This is an optimization exercise on Yosys and OpenROAD, whose aim is small area, a short achievable clock period and few clock cycles, not a production implementation. The RTL was checked by simulation tests, not by an equivalence proof against the original design. Power figures rest on the tool's default switching activity, not on a simulated workload.

==> v3 <==
// manchester_decoder
module manchester_decoder #(
    parameter integer W           = 16,
    parameter integer NOISE_FLOOR = 64,
    parameter integer N_SAMPLES   = 260
) (
    input  wire          clk,
    input  wire          rst,
    input  wire          op_valid,
    output wire          op_ready,
    input  wire [W+3:0]  op_word,
    output reg           rsp_valid,
    output wire          rsp_ok,
    output wire [39:0]   rsp_data,
    output wire [1:0]    state,
    output wire          cap_en,
    output wire          trig_both,
    output wire          ctr_clear
);
Settings: LEC_CHECK=0, ABC_CLOCK_PERIOD_IN_PS=4500, CAP_MARGIN=20, CORE_MARGIN=2, CORE_UTILIZATION=70, CTS_BUF_LIST=sky130_fd_sc_hd__clkbuf_8, CTS_CLUSTER_DIAMETER=75, CTS_CLUSTER_SIZE=12, PLACE_DENSITY=0.85, SLEW_MARGIN=20; clock period 10.0 ns.
standard.sh (not shown) runs the stock make flow with config.mk's settings and CLKGATE_MAP_FILE= SYNTH_SCRIPT=/design/flow/synth_recipe.tcl, a recipe that flattens the netlist after the stock synthesis.
==> flow/flow/run.sh <==
#!/bin/bash
set -euo pipefail
export BUFFER_PORTS_ARGS="-buffer_cell sky130_fd_sc_hd__buf_2"
export SETUP_SLACK_MARGIN=5.5
bash standard.sh > standard_flow.log 2>&1
==> v20: changes against v3 <==
--- a/flow/design.v
+++ b/flow/design.v
@@ -66,14 +66,12 @@
     reg  [1:0]    tst  [0:3];    
     reg  [3:0]    trn  [0:3];    
     reg  [2:0]    tcl  [0:3];    
     reg  [3:0]    cacc [0:3];
     reg           wvalid;
     reg  [1:0]    widx;
-    reg           pend;          
-    reg  [1:0]    pend_u;
     reg  [39:0]   wdata;
     reg  [7:0]    facility;
     reg  [31:0]   uid;
     reg  [2:0]    rk;
     assign op_ready  = ready_q;
     assign state     = state_q;
@@ -177,41 +175,34 @@
     reg [3:0] cand;
     always @* begin
         for (u = 0; u < 4; u = u + 1)
             cand[u] = c_en[u] && (tst[u] == T_FRAME) && (trn[u] == R_10) &&
                       (tcl[u] == C_4) && !c_b[u] && (cacc[u] == 4'd0) && alive_n[o_sel];
     end
-    wire even_first = !p_sh && p_hq;      
-    reg  [3:0] cap_set, pend_set, now_ok;
-    always @* begin
-        for (u = 0; u < 4; u = u + 1) begin
-            now_ok[u]   = (u % 2 == 0) ? o_sel : (o_sel || even_first);
-            cap_set[u]  = (cand[u] && now_ok[u]) || (pend && p_hq && (pend_u == u));
-            pend_set[u] = (cand[u] && !now_ok[u]) || (pend && !p_hq && (pend_u == u));
-        end
-    end
-    reg [1:0] t_new, p_new;
+    reg [1:0] t_new;
     always @* begin
         t_new = 2'd3;
-        p_new = 2'd3;
-        for (u = 3; u >= 0; u = u - 1) begin
-            if (cap_set[u])  t_new = u;
-            if (pend_set[u]) p_new = u;
-        end
+        for (u = 3; u >= 0; u = u - 1)
+            if (cand[u]) t_new = u;
     end
-    wire take = (|cap_set) && (!wvalid || (t_new < widx));
+    wire take = (|cand) && (!wvalid || (t_new < widx));
+    wire n_off = o_sel;
     wire n_inv = t_new[1];
     wire n_enc = t_new[0];
-    wire pol   = n_inv ^ (o_sel && !n_enc);
+    wire selm  = !n_off || p_sh;      
+    wire selp  = !n_off && p_sh;      
+    wire pol   = n_inv ^ (n_off && !n_enc);
     reg [39:0] ndata;
     integer r, c, d;
     always @* begin
         for (r = 0; r < 10; r = r + 1)
             for (c = 0; c < 4; c = c + 1) begin
                 d = 54 - 5 * r - c;
-                ndata[39 - 4 * r - c] = pol ^ (n_enc ? (hq[d-1] ^ hq[d]) : hq[d]);
+                ndata[39 - 4 * r - c] = pol ^ (n_enc ?
+                    (selp ? (hq[d-2] ^ hq[d-1]) : (hq[d-1] ^ hq[d])) :
+                    (selm ? hq[d-1] : hq[d]));
             end
     end
     wire [8:0] cnt_p1 = cnt + 9'd1;
     wire [8:0] cnt_p2 = cnt + 9'd2;
     wire [W-1:0] min_next = (interval < min_interval) ? interval : min_interval;
     wire end_fp = edge_ok && (state_q == S_FIND_PERIOD) && (cnt[6:0] == 7'd127);
@@ -272,17 +263,14 @@
             o_sel <= 1'b0;
         else if (sw)
             o_sel <= 1'b1;
         if (bwait) begin
             alive  <= 2'b11;
             wvalid <= 1'b0;
-            pend   <= 1'b0;
         end else begin
-            alive  <= alive_n;
-            pend   <= |pend_set;
-            pend_u <= p_new;
+            alive <= alive_n;
             if (take) begin
                 wvalid <= 1'b1;
                 widx   <= t_new;
                 wdata  <= ndata;
             end
         end
==> flow/run.sh (new file) <==
#!/bin/bash
# synth_recipe.tcl (not shown) runs the flow's synth.tcl, then flattens the netlist and writes it again
# the make line also repeats each setting of config.mk as NAME=value (left out here)
make -C /OpenROAD-flow-scripts/flow DESIGN_CONFIG=/design/flow/config.mk WORK_HOME=/design/flow/orfs CLKGATE_MAP_FILE= SYNTH_SCRIPT=/design/flow/synth_recipe.tcl finish
==> flow/config.mk (replaced) <==
export PLATFORM = sky130hd
export DESIGN_NAME = manchester_decoder
export DESIGN_NICKNAME = manchester_decoder
export VERILOG_FILES = /design/flow/design.v
export SDC_FILE = /design/flow/constraint.sdc
export NUM_CORES = 4
export LEC_CHECK = 0
export ABC_CLOCK_PERIOD_IN_PS = 5000
export CAP_MARGIN = 20
export CORE_MARGIN = 2
export CORE_UTILIZATION = 40
export PLACE_DENSITY = 0.6
export SETUP_SLACK_MARGIN = 5
export SLEW_MARGIN = 20
removed: flow/flow/run.sh
removed: flow/standard.sh
==> v5: changes against v3 <==
==> flow/config.mk (replaced) <==
export PLATFORM = sky130hd
export DESIGN_NAME = manchester_decoder
export DESIGN_NICKNAME = manchester_decoder
export VERILOG_FILES = /design/flow/design.v
export SDC_FILE = /design/flow/constraint.sdc
export NUM_CORES = 4
export LEC_CHECK = 0
export ABC_CLOCK_PERIOD_IN_PS = 4500
export CAP_MARGIN = 20
export CORE_MARGIN = 2
export CORE_UTILIZATION = 60
export CTS_BUF_LIST = sky130_fd_sc_hd__clkbuf_16
export CTS_CLUSTER_DIAMETER = 100
export CTS_CLUSTER_SIZE = 20
export PLACE_DENSITY = 0.75
export SLEW_MARGIN = 20
==> v37: changes against v3 <==
==> flow/config.mk (replaced) <==
export PLATFORM = sky130hd
export DESIGN_NAME = manchester_decoder
export DESIGN_NICKNAME = manchester_decoder
export VERILOG_FILES = /design/flow/design.v
export SDC_FILE = /design/flow/constraint.sdc
export NUM_CORES = 4
export LEC_CHECK = 0
export ABC_CLOCK_PERIOD_IN_PS = 4500
export CAP_MARGIN = 20
export CORE_MARGIN = 2
export CORE_UTILIZATION = 40
export PLACE_DENSITY = 0.6
export SLEW_MARGIN = 20
==> notes.md <==
item	v20	v5	v3	v37
Internal power	2.49 mW	1.57 mW	1.50 mW	1.93 mW
Run status	no timing/DRC/antenna violations	no timing/DRC/antenna violations	no timing/DRC/antenna violations	no timing/DRC/antenna violations
ANT cells	0	1	1	0
Number of detailed-route iterations in the first pass	6	6	8	7
Clock Buffer Count	46	18	27	36
Total routed wirelength	53.2 mm	41.5 mm	42.7 mm	44.4 mm
Switching fraction of total power	0.326	0.238	0.251	0.235
Global-route wire length before repair	84.7 mm	68.2 mm	69.0 mm	71.5 mm
Gate power share	0.314	0.089	0.092	0.073
Finished Cell Area	20,700 um^2	18,400 um^2	18,300 um^2	19,200 um^2
Fmax	203 MHz	219 MHz	221 MHz	219 MHz
X dimension of the die	218 um	173 um	160 um	211 um
Met2 routing resource usage after global routing	0.351	0.460	0.563	0.340
Multiplexer area fraction after synthesis	0.0109	0.00834	0.00834	0.00834
Wire length on met3	3.32 mm	2.50 mm	3.03 mm	2.26 mm
Slack of the critical path	5070 ps	5440 ps	5480 ps	5440 ps
Final standard cell utilization of the core	0.457	0.659	0.757	0.457
Clock net power	1.23 mW	0.702 mW	0.634 mW	1.15 mW
Leakage component of the power	7.66 nW	7.07 nW	7.09 nW	7.29 nW
Adder and majority cell fraction of the synthesized area	0.101	0.108	0.108	0.108
Total met2 wirelength after detailed routing	24.3 mm	19.7 mm	20.7 mm	21.7 mm
Testbench counts of v3, summed over its fixed seeds: cycles 16,552.
Testbench counts of v20, summed over its fixed seeds: cycles 16,552.
Testbench counts of v5, summed over its fixed seeds: cycles 16,552.
Testbench counts of v37, summed over its fixed seeds: cycles 16,552.

---

==> inputs of 04-16 <==
Another version of the RTL of manchester_decoder (not shown whole).
// manchester_decoder
module manchester_decoder #(
    parameter integer W           = 16,
    parameter integer NOISE_FLOOR = 64,
    parameter integer N_SAMPLES   = 260
) (
    input  wire          clk,
    input  wire          rst,
    input  wire          op_valid,
    output wire          op_ready,
    input  wire [W+3:0]  op_word,
    output reg           rsp_valid,
    output wire          rsp_ok,
    output wire [39:0]   rsp_data,
    output wire [1:0]    state,
    output wire          cap_en,
    output wire          trig_both,
    output wire          ctr_clear
);
    localparam [2:0] OP_START    = 3'd1;
    localparam [2:0] OP_EDGE     = 3'd2;
    localparam [2:0] OP_OVF      = 3'd3;
    localparam [2:0] OP_DECODE   = 3'd4;
    localparam [2:0] OP_GETSTATE = 3'd5;
    localparam [2:0] OP_GETFAC   = 3'd6;
    localparam [2:0] OP_GETUID   = 3'd7;
    localparam [1:0] S_INIT        = 2'd0;
    localparam [1:0] S_FIND_PERIOD = 2'd1;
    localparam [1:0] S_CAPTURE     = 2'd2;
    localparam [1:0] S_DONE        = 2'd3;
    localparam [2:0] RK_ZERO  = 3'd0;
    localparam [2:0] RK_STATE = 3'd1;
    localparam [2:0] RK_FAC   = 3'd2;
    localparam [2:0] RK_UID   = 3'd3;
    localparam [2:0] RK_DECOK = 3'd4;
    localparam [2:0] RK_FAIL  = 3'd6;    
    localparam [2:0] RK_NRDY  = 3'd7;    
    localparam [1:0] T_SEARCH = 2'd0;
    localparam [1:0] T_FRAME  = 2'd1;
    localparam [1:0] T_OFF    = 2'd2;
    localparam integer QN = 55;          
    localparam [3:0] R_0  = 4'b0001;     
    localparam [3:0] R_8  = 4'b0101;     
    localparam [3:0] R_10 = 4'b0111;     
    localparam [2:0] C_0  = 3'b001;      
    localparam [2:0] C_4  = 3'b111;      
    wire [2:0]   op       = op_word[W+3:W+1];
    wire         level    = op_word[W];
    wire [W-1:0] interval = op_word[W-1:0];
    reg  [1:0]    state_q;
    reg           cap_en_q;
    reg           trig_both_q;
    reg           ready_q;       
    reg           clr_en;        
    reg           bwait;         
    reg  [8:0]    cnt;           
    reg  [W-1:0]  min_interval;  
  ...
clock: 10.0 ns
lec_check: 0
abc_clock_period_in_ps: 4500
cap_margin: 20
core_margin: 2
core_utilization: 60
cts_buf_list: sky130_fd_sc_hd__clkbuf_8
cts_cluster_diameter: 75
cts_cluster_size: 12
place_density: 0.75
slew_margin: 20
==> flow/flow/run.sh <==
#!/bin/bash
set -euo pipefail
export BUFFER_PORTS_ARGS="-buffer_cell sky130_fd_sc_hd__buf_2"
export SETUP_SLACK_MARGIN=5.5
bash standard.sh > standard_flow.log 2>&1
==> 07-18 (differences from 04-16) <==
--- a/flow/design.v
+++ b/flow/design.v
@@ -51,14 +51,14 @@
     reg           trig_both_q;
     reg           ready_q;       
     reg           clr_en;        
     reg           bwait;         
     reg  [8:0]    cnt;           
     reg  [W-1:0]  min_interval;  
-    reg  [15:0]   b3;            
-    reg           b5h;           
+    reg  [17:0]   b3;            
+    reg  [2:0]    b5h;           
     reg           last;          
     reg           p_en_m0, p_en_p1, p_en_even, p_hq, p_sh;
     reg           p_level, p_tro, p_tre;
     reg  [4:0]    p_s0;          
     reg  [QN-1:0] hq;            
     reg  [1:0]    alive;         
@@ -66,14 +66,12 @@
     reg  [1:0]    tst  [0:3];    
     reg  [3:0]    trn  [0:3];    
     reg  [2:0]    tcl  [0:3];    
     reg  [3:0]    cacc [0:3];
     reg           wvalid;
     reg  [1:0]    widx;
-    reg           pend;          
-    reg  [1:0]    pend_u;
     reg  [39:0]   wdata;
     reg  [7:0]    facility;
     reg  [31:0]   uid;
     reg  [2:0]    rk;
     assign op_ready  = ready_q;
     assign state     = state_q;
@@ -86,16 +84,16 @@
     assign rsp_ok = !(rk[2] && rk[1]);
     assign rsp_data[39:32] = r_dec ? facility : 8'd0;
     assign rsp_data[31:8]  = r_uid ? uid[31:8] : 24'd0;
     assign rsp_data[7:2]   = r_uid ? uid[7:2] : (rk == RK_FAC) ? facility[7:2] : 6'd0;
     assign rsp_data[1:0]   = r_uid ? uid[1:0] : (rk == RK_FAC) ? facility[1:0] :
                              (rk == RK_STATE) ? state_q : (rk[2] && rk[1]) ? {1'b1, rk[0]} : 2'd0;
-    wire lt_min   = (interval < min_interval);
-    wire [16:0] xb = {b5h, min_interval};
-    wire is_short = (interval >= {1'b0, b3[15:1]}) && ({interval, 1'b0} < xb);
-    wire is_long  = (interval >= b3) && (b5h || lt_min);
+    wire [18:0] t3 = {1'b0, b3};
+    wire [18:0] t5 = {b5h, min_interval};
+    wire is_short = ({interval, 3'b111} >= t3) && ({interval, 3'b000} <= t5);
+    wire is_long  = ({1'b0, interval, 2'b11} >= t3) && ({1'b0, interval, 2'b00} <= t5);
     wire noise    = (interval < NOISE_FLOOR);
     wire edge_ok   = accept && (op == OP_EDGE) && cap_en_q && !noise;
     wire valid_cap = edge_ok && (state_q == S_CAPTURE) && (is_short || is_long);
     wire two       = !is_short;
     wire s0_odd    = cnt[0];
     wire second    = two && (cnt != 9'd387);
@@ -177,49 +175,42 @@
     reg [3:0] cand;
     always @* begin
         for (u = 0; u < 4; u = u + 1)
             cand[u] = c_en[u] && (tst[u] == T_FRAME) && (trn[u] == R_10) &&
                       (tcl[u] == C_4) && !c_b[u] && (cacc[u] == 4'd0) && alive_n[o_sel];
     end
-    wire even_first = !p_sh && p_hq;      
-    reg  [3:0] cap_set, pend_set, now_ok;
-    always @* begin
-        for (u = 0; u < 4; u = u + 1) begin
-            now_ok[u]   = (u % 2 == 0) ? o_sel : (o_sel || even_first);
-            cap_set[u]  = (cand[u] && now_ok[u]) || (pend && p_hq && (pend_u == u));
-            pend_set[u] = (cand[u] && !now_ok[u]) || (pend && !p_hq && (pend_u == u));
-        end
-    end
-    reg [1:0] t_new, p_new;
+    reg [1:0] t_new;
     always @* begin
         t_new = 2'd3;
-        p_new = 2'd3;
-        for (u = 3; u >= 0; u = u - 1) begin
-            if (cap_set[u])  t_new = u;
-            if (pend_set[u]) p_new = u;
-        end
+        for (u = 3; u >= 0; u = u - 1)
+            if (cand[u]) t_new = u;
     end
-    wire take = (|cap_set) && (!wvalid || (t_new < widx));
+    wire take = (|cand) && (!wvalid || (t_new < widx));
+    wire n_off = o_sel;
     wire n_inv = t_new[1];
     wire n_enc = t_new[0];
-    wire pol   = n_inv ^ (o_sel && !n_enc);
+    wire selm  = !n_off || p_sh;      
+    wire selp  = !n_off && p_sh;      
+    wire pol   = n_inv ^ (n_off && !n_enc);
     reg [39:0] ndata;
     integer r, c, d;
     always @* begin
         for (r = 0; r < 10; r = r + 1)
             for (c = 0; c < 4; c = c + 1) begin
                 d = 54 - 5 * r - c;
-                ndata[39 - 4 * r - c] = pol ^ (n_enc ? (hq[d-1] ^ hq[d]) : hq[d]);
+                ndata[39 - 4 * r - c] = pol ^ (n_enc ?
+                    (selp ? (hq[d-2] ^ hq[d-1]) : (hq[d-1] ^ hq[d])) :
+                    (selm ? hq[d-1] : hq[d]));
             end
     end
     wire [8:0] cnt_p1 = cnt + 9'd1;
     wire [8:0] cnt_p2 = cnt + 9'd2;
-    wire [W-1:0] min_next = lt_min ? interval : min_interval;
+    wire [W-1:0] min_next = (interval < min_interval) ? interval : min_interval;
     wire end_fp = edge_ok && (state_q == S_FIND_PERIOD) && (cnt[6:0] == 7'd127);
     wire [18:0] m3 = {2'b00, min_interval, 1'b0} + {3'b000, min_interval};
-    wire [18:0] m5 = {1'b0, min_interval, 2'b00} + {3'b000, min_interval} + 19'd4;
+    wire [18:0] m5 = {1'b0, min_interval, 2'b00} + {3'b000, min_interval};
     wire dec_now = accept && (op == OP_DECODE) && (state_q == S_DONE);
     reg  [1:0] cs_tst;
     reg  [3:0] cs_trn;
     reg  [2:0] cs_tcl;
     reg  [3:0] cs_cacc;
     always @(posedge clk) begin
@@ -272,17 +263,14 @@
             o_sel <= 1'b0;
         else if (sw)
             o_sel <= 1'b1;
         if (bwait) begin
             alive  <= 2'b11;
             wvalid <= 1'b0;
-            pend   <= 1'b0;
         end else begin
-            alive  <= alive_n;
-            pend   <= |pend_set;
-            pend_u <= p_new;
+            alive <= alive_n;
             if (take) begin
                 wvalid <= 1'b1;
                 widx   <= t_new;
                 wdata  <= ndata;
             end
         end
@@ -316,14 +304,14 @@
         end else begin
             rsp_valid <= accept;
             bwait     <= 1'b0;
             ready_q   <= 1'b1;
             clr_en    <= cap_en_q;
             if (bwait) begin
-                b3                 <= m3[17:2];
-                {b5h, min_interval} <= m5[18:2];
+                b3                 <= m3[17:0];
+                {b5h, min_interval} <= m5;
                 trig_both_q        <= 1'b1;
                 state_q            <= S_CAPTURE;
                 rsp_valid          <= 1'b1;
             end
             if (accept) begin
                 rk <= RK_ZERO;
==> flow/flow/run.sh (replaced) <==
#!/bin/bash
set -euo pipefail
export BUFFER_PORTS_ARGS="-buffer_cell sky130_fd_sc_hd__buf_2"
export SETUP_SLACK_MARGIN=5.8
bash standard.sh > standard_flow.log 2>&1
==> flow/config.mk (replaced) <==
export PLATFORM = sky130hd
export DESIGN_NAME = manchester_decoder
export DESIGN_NICKNAME = manchester_decoder
export VERILOG_FILES = /design/flow/design.v
export SDC_FILE = /design/flow/constraint.sdc
export NUM_CORES = 4
export LEC_CHECK = 0
export ABC_AREA = 1
export ABC_CLOCK_PERIOD_IN_PS = 4500
export CAP_MARGIN = 20
export CORE_MARGIN = 2
export CORE_UTILIZATION = 40
export PLACE_DENSITY = 0.6
export SLEW_MARGIN = 20
==> impl_metrics.ini <==
[run_status]
outcome = no timing/DRC/antenna violations

[critical_path]
reg2reg_from = p_s0[4]$_SDFF_PN1_

[final_layout]
fill_cells = 2294
drive_above_1_share_pct = 8.468
seq_share_pct = 38.91
multi_input_gates = 1375

[placement]
dp.cells = 2180

[yosys]
ys_types = 88
synthesis.area_sq_mm = 0.01680

[power_and_ir_drop]
switching_power_mw = 0.4919

[min_path]
min_path_cells = 2

[sta]
skew_ps = 26.88
# the run above: 04-16

==> impl_metrics.ini <==
[final_layout]
drive_above_1_share_pct = 10.01
multi_input_gates = 1696
seq_share_pct = 33.99
fill_cells = 4459

[sta]
skew_ps = 15.33

[yosys]
ys_types = 65

[critical_path]
critPathMaxStageDelay_ps = 100
reg2reg_from = p_level$_DFF_P_

[placement]
dp.cells = 2989

[run_status]
outcome = no timing/DRC/antenna violations

[power_and_ir_drop]
switching_power_mw = 0.6365

[floorplanning]
die_x_um = 219.2
# the run above: 07-18

Testbench counts of 04-16, summed over its fixed seeds: cycles 16,552.
Testbench counts of 07-18, summed over its fixed seeds: cycles 16,552.

==> re-timing with driven ports <==
No port has a modelled driver above. Below, the same layouts with a new extraction and two added sets of constraints.
Step 1 assumes that a clkbuf_16 drives the clock port and a buf_2 every other input.
Step 2, shift: input delay + t, output delay - t, t = (earliest + latest rising clock arrival at the registers) / 2. This alone moves slack from input paths to output paths.
Three values: ideal ports, drivers, drivers and shift; two values: the first two.
run	shift t [ns]	setup WS [ns]	clock arrival spread, ns	worst data-port slew with drivers (ns)	pins driven straight from the clock port
v3	0.624	5.483 / 5.399 / 5.058	0.024 / 0.024	0.08	1
v20	0.578	5.070 / 5.045 / 4.649	0.030 / 0.030	0.07	1
v5	0.551	5.436 / 5.376 / 5.060	0.016 / 0.016	0.08	1
v37	0.637	5.439 / 5.339 / 5.044	0.026 / 0.026	0.10	1
04-16	0.619	5.202 / 5.161 / 5.161	0.028 / 0.027	0.07	1
07-18	0.595	5.410 / 5.367 / 5.367	0.016 / 0.016	0.05	1
After both steps every run listed still meets setup and hold. For v3, which loses most, drivers alone change the setup slack by -0.084 ns; drivers and shift together by -0.425 ns.
